From an optimization exercise on the open Yosys and OpenROAD flow, aimed at small area, a short achievable clock period and few clock cycles; shortcuts taken in it are not production practice. For this run, only the layout was checked, not whether the RTL still works. Power figures rest on the tool's default switching activity, not on a simulated workload.

`flow/design.v`:
```
module atc_decode (
    input  wire        clk,
    input  wire        rst,         
    input  wire        start,       
    input  wire [7:0]  in_len,      
    output wire        busy,
    output reg         src_re,
    output reg  [7:0]  src_addr,
    input  wire [7:0]  src_rdata,
    input  wire [8:0]  rd_addr,
    output reg  [31:0] rd_data
);
    localparam [1:0] S_IDLE = 2'd0,
                     S_LEN  = 2'd1,    
                     S_TYP  = 2'd2,    
                     S_PAY  = 2'd3;    
    localparam [3:0] D_FLAGS  = 4'd0,
                     D_U16    = 4'd1,
                     D_U32    = 4'd2,
                     D_TXP    = 4'd3,
                     D_DEVCLS = 4'd4,
                     D_ITVL   = 4'd5,
                     D_APPEAR = 4'd6,
                     D_ADVITV = 4'd7,
                     D_LEADDR = 4'd8,
                     D_LEROLE = 4'd9;
    reg [1:0] state;
    reg [7:0] pos;         
    reg [7:0] ra;          
    reg [7:0] npos;        
    reg       last;        
    reg [4:0] n;           
    reg [4:0] j;           
    reg [3:0] dest;        
    reg       res_m;       
    reg       res_a;       
    reg [17:0] fs_present;
    reg [3:0]  fs_complete;
    reg [3:0]  fs_u16_count;
    reg [2:0]  fs_u32_count;
    reg [7:0]  v_off [0:7];    
    reg        v_n0;           
    reg [4:0]  v_n1, v_n2;     
    reg [2:0]  v_n3;           
    reg [4:0]  v_n4;           
    reg [3:0]  v_n5;           
    reg [4:0]  v_n6, v_n7;     
    reg [7:0]  fs_flags, fs_txp, fs_lerole;
    reg [7:0]  fs_appear [0:1];
    reg [7:0]  fs_advitvl [0:1];
    reg [7:0]  fs_devcls [0:2];
    reg [7:0]  fs_itvl [0:3];
    reg [7:0]  fs_leaddr [0:6];
    reg [7:0]  u16 [0:27];     
    reg [7:0]  u32 [0:27];     
    assign busy = (state != S_IDLE);
    wire take  = (state == S_IDLE) && start;
    wire clr   = rst || take;             
    wire [7:0] L = src_rdata;
    wire [7:0] T = src_rdata;
    reg        len_ok;
    reg        copies;
    reg [3:0]  t_dest;
    reg [4:0]  k_idx;         
    reg        k_valid;       
    always @* begin
        len_ok  = 1'b1;
        copies  = 1'b0;
        t_dest  = D_FLAGS;
        k_idx   = 5'd0;
        k_valid = 1'b1;
        case (T)
            8'h01:        begin k_idx = 5'd0;  len_ok = (n == 5'd1); copies = 1'b1; t_dest = D_FLAGS; end
            8'h02, 8'h03: begin k_idx = 5'd1;  len_ok = !n[0];       copies = 1'b1; t_dest = D_U16; end
            8'h04, 8'h05: begin k_idx = 5'd2;  len_ok = (n[1:0] == 2'd0); copies = 1'b1; t_dest = D_U32; end
            8'h06, 8'h07: begin k_idx = 5'd3;  len_ok = (n[3:0] == 4'd0); end
            8'h08, 8'h09: begin k_idx = 5'd4;  end
            8'h0A:        begin k_idx = 5'd5;  len_ok = (n == 5'd1); copies = 1'b1; t_dest = D_TXP; end
            8'h0D:        begin k_idx = 5'd6;  len_ok = (n == 5'd3); copies = 1'b1; t_dest = D_DEVCLS; end
            8'h12:        begin k_idx = 5'd7;  len_ok = (n == 5'd4); copies = 1'b1; t_dest = D_ITVL; end
            8'h16:        begin k_idx = 5'd8;  len_ok = (n >= 5'd2); end
            8'h17:        begin k_idx = 5'd9;  len_ok = (n == 5'd0 || n == 5'd6 || n == 5'd12 ||
                                                           n == 5'd18 || n == 5'd24); end
            8'h19:        begin k_idx = 5'd10; len_ok = (n == 5'd2); copies = 1'b1; t_dest = D_APPEAR; end
            8'h1A:        begin k_idx = 5'd11; len_ok = (n == 5'd2); copies = 1'b1; t_dest = D_ADVITV; end
            8'h1B:        begin k_idx = 5'd12; len_ok = (n == 5'd7); copies = 1'b1; t_dest = D_LEADDR; end
            8'h1C:        begin k_idx = 5'd13; len_ok = (n == 5'd1); copies = 1'b1; t_dest = D_LEROLE; end
            8'h20:        begin k_idx = 5'd14; len_ok = (n >= 5'd4); end
            8'h21:        begin k_idx = 5'd15; len_ok = (n >= 5'd16); end
            8'h24:        begin k_idx = 5'd16; end
            8'hFF:        begin k_idx = 5'd17; end
            default:      k_valid = 1'b0;
        endcase
    end
    wire typ_bad  = k_valid && !len_ok;
    wire go_pay   = copies && (n != 5'd0);
    wire jlast    = (j == n - 5'd1);
    wire rec_end  = (state == S_TYP && !go_pay) || (state == S_PAY && jlast);
    reg [2:0] n_div6;
    always @* begin
        case (n)
            5'd6:    n_div6 = 3'd1;
            5'd12:   n_div6 = 3'd2;
            5'd18:   n_div6 = 3'd3;
            5'd24:   n_div6 = 3'd4;
            default: n_div6 = 3'd0;
        endcase
    end
    wire [7:0] pos_p2 = ra;                   
    wire       to_next = (state == S_TYP && !go_pay) || (state == S_PAY && jlast);
    always @* begin
        case (state)
            S_IDLE:  src_re = start && (in_len != 8'd0);
            S_LEN:   src_re = (ra != in_len);
            default: src_re = to_next ? !last : 1'b1;
        endcase
        src_addr = !busy ? 8'd0 : (to_next ? npos : ra);
    end
    wire [8:0] sum = {1'b0, ra} + {1'b0, L};    
    always @(posedge clk) begin
        ra <= src_addr + 8'd1;
        if (rst) begin
            state <= S_IDLE;
            pos   <= 8'd0;
            res_m <= 1'b0;
            res_a <= 1'b0;
        end else begin
            case (state)
                S_IDLE: if (start) begin
                    pos   <= 8'd0;
                    res_m <= 1'b0;
                    res_a <= 1'b0;
                    if (in_len != 8'd0) state <= S_LEN;
                end
                S_LEN: begin
                    n    <= L[4:0] - 5'd1;
                    npos <= sum[7:0];
                    last <= (sum == {1'b0, in_len});
                    if (sum > {1'b0, in_len}) begin
                        res_m <= 1'b1;
                        state <= S_IDLE;
                    end else if (L == 8'd0 || L > 8'd30) begin
                        res_a <= 1'b1;
                        state <= S_IDLE;
                    end else
                        state <= S_TYP;
                end
                S_TYP: begin
                    j    <= 5'd0;
                    dest <= t_dest;
                    if (typ_bad) begin
                        res_a <= 1'b1;
                        state <= S_IDLE;
                    end else if (go_pay)
                        state <= S_PAY;
                end
                S_PAY: j <= j + 5'd1;
            endcase
            if (rec_end && !(state == S_TYP && typ_bad)) begin
                pos   <= npos;
                state <= last ? S_IDLE : S_LEN;
            end
        end
    end
    wire        fs_wr = (state == S_TYP) && !typ_bad;    
    wire [17:0] k_hot = fs_wr && k_valid ? (18'd1 << k_idx) : 18'd0;
    wire [7:0]  voff_d = clr ? 8'd0 : pos_p2;
    wire [4:0]  vn_d   = clr ? 5'd0 : n;
    integer v;
    always @(posedge clk) begin
        fs_present <= clr ? 18'd0 : (fs_present | k_hot);
        if (clr) begin
            fs_complete  <= 4'd0;
            fs_u16_count <= 4'd0;
            fs_u32_count <= 3'd0;
            v_n0 <= 1'b0;
            v_n3 <= 3'd0;
        end else begin
            if (k_hot[1]) begin fs_complete[0] <= T[0]; fs_u16_count <= n[4:1]; end
            if (k_hot[2]) begin fs_complete[1] <= T[0]; fs_u32_count <= n[4:2]; end
            if (k_hot[3]) begin fs_complete[2] <= T[0]; v_n0 <= n[4]; end
            if (k_hot[4])       fs_complete[3] <= T[0];
            if (k_hot[9])       v_n3 <= n_div6;
        end
        if (clr || k_hot[3])  v_off[0] <= voff_d;
        if (clr || k_hot[4])  v_off[1] <= voff_d;
        if (clr || k_hot[8])  v_off[2] <= voff_d;
        if (clr || k_hot[9])  v_off[3] <= voff_d;
        if (clr || k_hot[14]) v_off[4] <= voff_d;
        if (clr || k_hot[15]) v_off[5] <= voff_d;
        if (clr || k_hot[16]) v_off[6] <= voff_d;
        if (clr || k_hot[17]) v_off[7] <= voff_d;
        if (clr || k_hot[4])  v_n1 <= vn_d;
        if (clr || k_hot[8])  v_n2 <= vn_d;
        if (clr || k_hot[14]) v_n4 <= vn_d;
        if (clr || k_hot[15]) v_n5 <= vn_d[3:0];
        if (clr || k_hot[16]) v_n6 <= vn_d;
        if (clr || k_hot[17]) v_n7 <= vn_d;
    end
    wire       pay   = (state == S_PAY);
    wire [7:0] wd    = clr ? 8'd0 : src_rdata;
    wire       pd_u16 = pay && dest == D_U16;
    wire       pd_u32 = pay && dest == D_U32;
    always @(posedge clk) begin
        for (v = 0; v < 28; v = v + 1) begin
            if (clr || (pd_u16 && j == v)) u16[v] <= wd;
            if (clr || (pd_u32 && j == v)) u32[v] <= wd;
        end
        for (v = 0; v < 2; v = v + 1) begin
            if (clr || (pay && dest == D_APPEAR && j == v)) fs_appear[v]  <= wd;
            if (clr || (pay && dest == D_ADVITV && j == v)) fs_advitvl[v] <= wd;
        end
        for (v = 0; v < 3; v = v + 1)
            if (clr || (pay && dest == D_DEVCLS && j == v)) fs_devcls[v] <= wd;
        for (v = 0; v < 4; v = v + 1)
            if (clr || (pay && dest == D_ITVL && j == v))   fs_itvl[v] <= wd;
        for (v = 0; v < 7; v = v + 1)
            if (clr || (pay && dest == D_LEADDR && j == v)) fs_leaddr[v] <= wd;
        if (clr || (pay && dest == D_FLAGS))  fs_flags  <= wd;
        if (clr || (pay && dest == D_TXP))    fs_txp    <= wd;
        if (clr || (pay && dest == D_LEROLE)) fs_lerole <= wd;
    end
    always @* begin
        rd_data = 32'd0;
        case (rd_addr)
            9'h001: rd_data = {31'd0, busy};                              
            9'h002: rd_data = {28'd0, res_a, res_m, res_a, 1'b0};         
            9'h003: rd_data = 32'h1743_1D00;                              
            9'h004: rd_data = 32'h003F_7F80;                              
            9'h009: rd_data = {24'd0, pos};                               
            9'h040: rd_data = {14'd0, fs_present};
            9'h041: rd_data = {28'd0, fs_complete};
            9'h042: rd_data = {8'd0, fs_lerole, fs_txp, fs_flags};
            9'h043: rd_data = {fs_advitvl[1], fs_advitvl[0], fs_appear[1], fs_appear[0]};
            9'h044: rd_data = {16'd0, 5'd0, fs_u32_count, 4'd0, fs_u16_count};
            9'h045: rd_data = {16'd0, 7'd0, v_n0, v_off[0]};
            9'h046: rd_data = {16'd0, 3'd0, v_n1, v_off[1]};
            9'h047: rd_data = {16'd0, 3'd0, v_n2, v_off[2]};
            9'h048: rd_data = {16'd0, 5'd0, v_n3, v_off[3]};
            9'h049: rd_data = {16'd0, 3'd0, v_n4, v_off[4]};
            9'h04A: rd_data = {16'd0, 3'd0, fs_present[15], v_n5, v_off[5]};
            9'h04B: rd_data = {16'd0, 3'd0, v_n6, v_off[6]};
            9'h04C: rd_data = {16'd0, 3'd0, v_n7, v_off[7]};
            9'h04D: rd_data = {8'd0, fs_devcls[2], fs_devcls[1], fs_devcls[0]};
            9'h04E: rd_data = {fs_itvl[3], fs_itvl[2], fs_itvl[1], fs_itvl[0]};
            9'h04F: rd_data = {fs_leaddr[3], fs_leaddr[2], fs_leaddr[1], fs_leaddr[0]};
            9'h050: rd_data = {8'd0, fs_leaddr[6], fs_leaddr[5], fs_leaddr[4]};
            default: begin
                if (rd_addr[8:4] == 5'h08 && rd_addr[3:0] < 4'd14)
                    rd_data = {16'd0, u16[{rd_addr[3:0], 1'b1}], u16[{rd_addr[3:0], 1'b0}]};
                else if (rd_addr[8:3] == 6'h20 && rd_addr[2:0] < 3'd7)
                    rd_data = {u32[{rd_addr[2:0], 2'd3}], u32[{rd_addr[2:0], 2'd2}],
                               u32[{rd_addr[2:0], 2'd1}], u32[{rd_addr[2:0], 2'd0}]};
            end
        endcase
    end
endmodule
```
`flow/run.sh`:
```
#!/bin/bash
# synth_recipe.tcl (not shown) runs the flow's synth.tcl, then flattens the netlist and writes it again
# the make line also repeats each setting of config.mk as NAME=value (left out here)
make -C /OpenROAD-flow-scripts/flow DESIGN_CONFIG=/design/flow/config.mk WORK_HOME=/design/flow/orfs CLKGATE_MAP_FILE= SYNTH_SCRIPT=/design/flow/synth_recipe.tcl finish
```
`flow/config.mk`:
```
export PLATFORM = sky130hd
export DESIGN_NAME = atc_decode
export DESIGN_NICKNAME = atc_decode
export VERILOG_FILES = /design/flow/design.v
export SDC_FILE = /design/flow/constraint.sdc
export NUM_CORES = 4
export LEC_CHECK = 0
export ABC_CLOCK_PERIOD_IN_PS = 4000
export CAP_MARGIN = 20
export CORE_MARGIN = 2
export CORE_UTILIZATION = 40
export PLACE_DENSITY = 0.6
export SETUP_SLACK_MARGIN = 2.0
export SLEW_MARGIN = 20
```
`flow/constraint.sdc`:
```
create_clock -name core_clock -period 6.0 [get_ports {clk}]
set_input_delay 1.2000 -clock core_clock [delete_from_list [all_inputs] [get_ports {clk}]]
set_output_delay 1.2000 -clock core_clock [all_outputs]
set_load 0.01 [all_outputs]
```
==> results.toml <==
[route]
vias = 23630
dr.first_iter.drc_count = 3139
totalWireLength_um = 111900
ant_nets = 0
avgViaCountPerCell = 6.137
wl_per_cell_um = 29.05
route.detailed.drc = 0
first_pass_iters = 8

[layout]
layout.cells.most_common = "edfxtp_1"
postLayoutCoreUtil_pct = 50.82
stdcell_count = 3851
diodes = 0
drive_above_1_share_pct = 26.43
nFillCells = 6834
area_growth_pct = 26.43
fin_nets = 2784
final_cell_mix = "edfxtp_1, buf_4, nand2_1"

[clock_tree]
clkSlewWorstSetupHoldPaths_ps = 60
cts-buffers-inserted = 84
root_buffer = "clkbuf_16"
cts_hold_buf = 0
clk-insertion-delay-late_ps = 650
cts_tree = "yes"
htreeDepth = 3
clock-sinks = 785
clockBufferDepth = 3

[global_routing]
overflow = 0
grt_pass1_vias = 22740
grt_antenna_before_repair = 0
grt_pass1_wl_um = 161500
track_usage_pct = 25.95
grt_max_degree = 84

[setup_path]
path_common_cell = "buf_4"
crit_slowest_cell = "or4b_4"
r2r-start = "ra[1]"
required_ps = 4800
crit_chain = "buf_6, or4b_4, or2_4, buf_4, nor2_4, buf_4, buf_4, a32o_1, nor3_1, nand4_1, o21a_1, buf_2"
cp-end-kind = "output pin"
slowest_delay_ps = 590
crit_fanout = 5
crit_path_start = "rd_addr[5]"
worst_setup_path_start_kind = "input pin"
crit_type = "in2out"
cp_data_arrival_time_ps = 3600

[outcome]
status = "timing/DRC/antenna clean"

[job]
cap_violations = 0

[pwr]
pwr-share-comb_pct = 15.0
swShare_pct = 27.26
p_per_area_nw_per_um2 = 362.4
seqPwrFrac_pct = 51.4
ir_drop_mv = 0.2349
p_clk_share_pct = 33.6
switching_power_mw = 4.102
internal-power_mw = 10.95
power.leakage_nw = 15.11

[yosys]
synthCells = 2378
synthesis.nets = 2443
yosysTopAreaCellShare_pct = 66.92
syn_area_um2 = 32850
synth.area.top_cells = "edfxtp_1, dfxtp_1, o21ai_0"
synthArstFlopShare_pct = 0
avgSynthCellArea_um2 = 13.81
synthDistinctLibCells = 83
ys_ff_latch = 785
synth_top_area_cell = "edfxtp_1"
ys.flop_type = "edfxtp_1"
synth-seq-area-share_pct = 70.15
synth_edf_count = 732
yosys_warnings = 9

[sta]
clock.fmax_ghz = 0.2083
drv_slew = 0
worst_slack_ps = 1200
finalHoldViolCount = 0
setup_viol = 0
period_needed_ps = 4800
slew_headroom_pct = 20.93
worst_clock_skew_ps = 53.45
whs_ps = 467.5
rsz0062_at_grt = "true"
setup_tns_ps = 0
worst_slew_pin_slew_ps = 1178
fin_crit_sh_pct = 80.00

[place]
io_buffers = 69
dp_hpwl_um = 73600
dpl.cell_count = 3568
preCtsSetupSlack_ps = 27.16
place_congestion = 0.9678

[die]
chipHeight_um = 290.6
initial_core_util_pct = 40.19
fp.dieArea_um2 = 84420
die_w_um = 290.6
coreArea_um2 = 81720
rows = 105
io_pins = 70

[hold_path]
hp-class = "reg2reg"
hp-start = "fs_u32_count[1]"
[cells in the mapped netlist (all sizes together) (7+ instances only)]
master	count
o211ai	27
nor3	38
nor2b	23
nand3	56
dfxtp	53
or2	10
mux2	22
nor4	13
o22ai	13
a22oi	100
xnor2	23
inv	41
and3	15
a222oi	25
clkbuf	120
a21oi	109
ha	36
a32oi	8
a221oi	40
nand2b	17
and2	22
nand4	22
buf	31
o221ai	30
a31oi	23
o21a	10
a211oi	24
a22o	32
nand2	201
o21ai	187
edfxtp	732
nor2	100
or4	7
o31ai	8
xor2	12
mux2i	52
[final cells by class]
type / count / area [µm²] / area share, %
Inverter: 42 / 172.7 / 0.4158
Timing Repair Buffer: 404 / 4008 / 9.651
Clock buffer: 106 / 2185 / 5.261
Multi-Input combinational cell: 1402 / 10310 / 24.82
Sequential cell: 785 / 23040 / 55.49
Clock inverter: 42 / 473.0 / 1.139
Tap cell: 1070 / 1339 / 3.224
[final timing paths]
kind | slack (ps) | cells after the start | endpoint
worst min-delay path | 470 | 2 | fs_u32_count[1]
worst max register to register | 2510 | 14 | res_a
worst max-delay path | 1200 | 12 | rd_data[7]
worst min register to register | 470 | 2 | fs_u32_count[1]
[cell families after synthesis]
family	count (synthesis)	share of synthesized area, %
simple gates	550	8.141
flops	785	70.15
buf+inv	193	2.324
mux	74	2.339
compound gates	704	14.68
xor+xnor	35	0.9333
fa+ha+maj	37	1.432
[layer usage]
layer | vias to the layer above | track usage (%) | routed length, µm
met3 | 196 | 4.925 | 10960
met1 | 11920 | 36.55 | 45620
met5 | - | 0 | 0
li1 | 10110 | - | -
met4 | 0 | 9.238 | 3604
met2 | 1410 | 40.31 | 51700
[power by group through the flow]
stage	registers [mW]	clock network (mW)	logic [mW]
6_report	7.73	5.06	2.26
5_1_grt	7.81	5.31	2.39
4_1_cts	7.71	5.10	2.16
3_5_place_dp	7.81	0	2.04
3_3_place_gp	7.78	0	2.00
2_1_floorplan	7.68	0	1.09
[critical path, delay by kind of cell]
family / cells / cell delay (ps)
buf+inv: 5 / 720
simple gates: 5 / 1260
compound gates: 2 / 410
[state kept, by name (all words and copies together) (netlist names), 5 cells and up]
signal      flops
v_n1            5
u32           224
v_n2            5
j               5
fs_devcls      24
u16           224
v_n6            5
npos            8
fs_flags        8
fs_txp          8
fs_appear      16
v_n4            5
ra              8
fs_advitvl     16
v_off          64
pos             8
fs_leaddr      56
v_n7            5
fs_present     18
n               5
fs_itvl        32
fs_lerole       8
[what timing repair did]
| action | 4_1_cts | 5_1_grt |
|---|---|---|
| pin swaps | 55 | 57 |
| buffers inserted | 91 | 32 |
| setup endpoints to repair | 126 | 42 |
| gates cloned | 10 | 1 |
| resized for setup | 432 | 100 |
[stage by stage]
stage	total power [mW]	cell area (µm²)
after floorplan	8.771	33310
after global placement	9.782	36410
after detailed placement	9.850	36420
after CTS	14.97	40770
after global routing	15.52	41520
final	15.05	41520

==> separate check: timing with driven ports <==
No port has a modelled driver above. Below, the same layout with a new extraction and two added sets of constraints. Step 1 (the two cells are an assumption about what drives the block):
set clk [get_ports {clk}]
set_driving_cell -lib_cell sky130_fd_sc_hd__clkbuf_16 $clk
set_driving_cell -lib_cell sky130_fd_sc_hd__buf_2 [delete_from_list [all_inputs] $clk]
Step 2 adds t to the input delays and takes it off the output delays; t is the mean of the earliest and latest rising clock arrival at the registers after step 1. Input paths then give back, and output paths get back, about the clock's delay inside the block. a / b / c = ideal ports / drivers / drivers and shift; a / b = the first two.
shift t [ns]: 0.694
slack for setup (ns): 1.200 / 1.158 / 1.158
slew at the worst register clock pin (ns): 0.06 / 0.06
cell pins on the clock port's net: 1
After both steps this run still meets setup and hold. For this run, drivers alone change the setup slack by -0.042 ns; drivers and shift together by -0.042 ns.
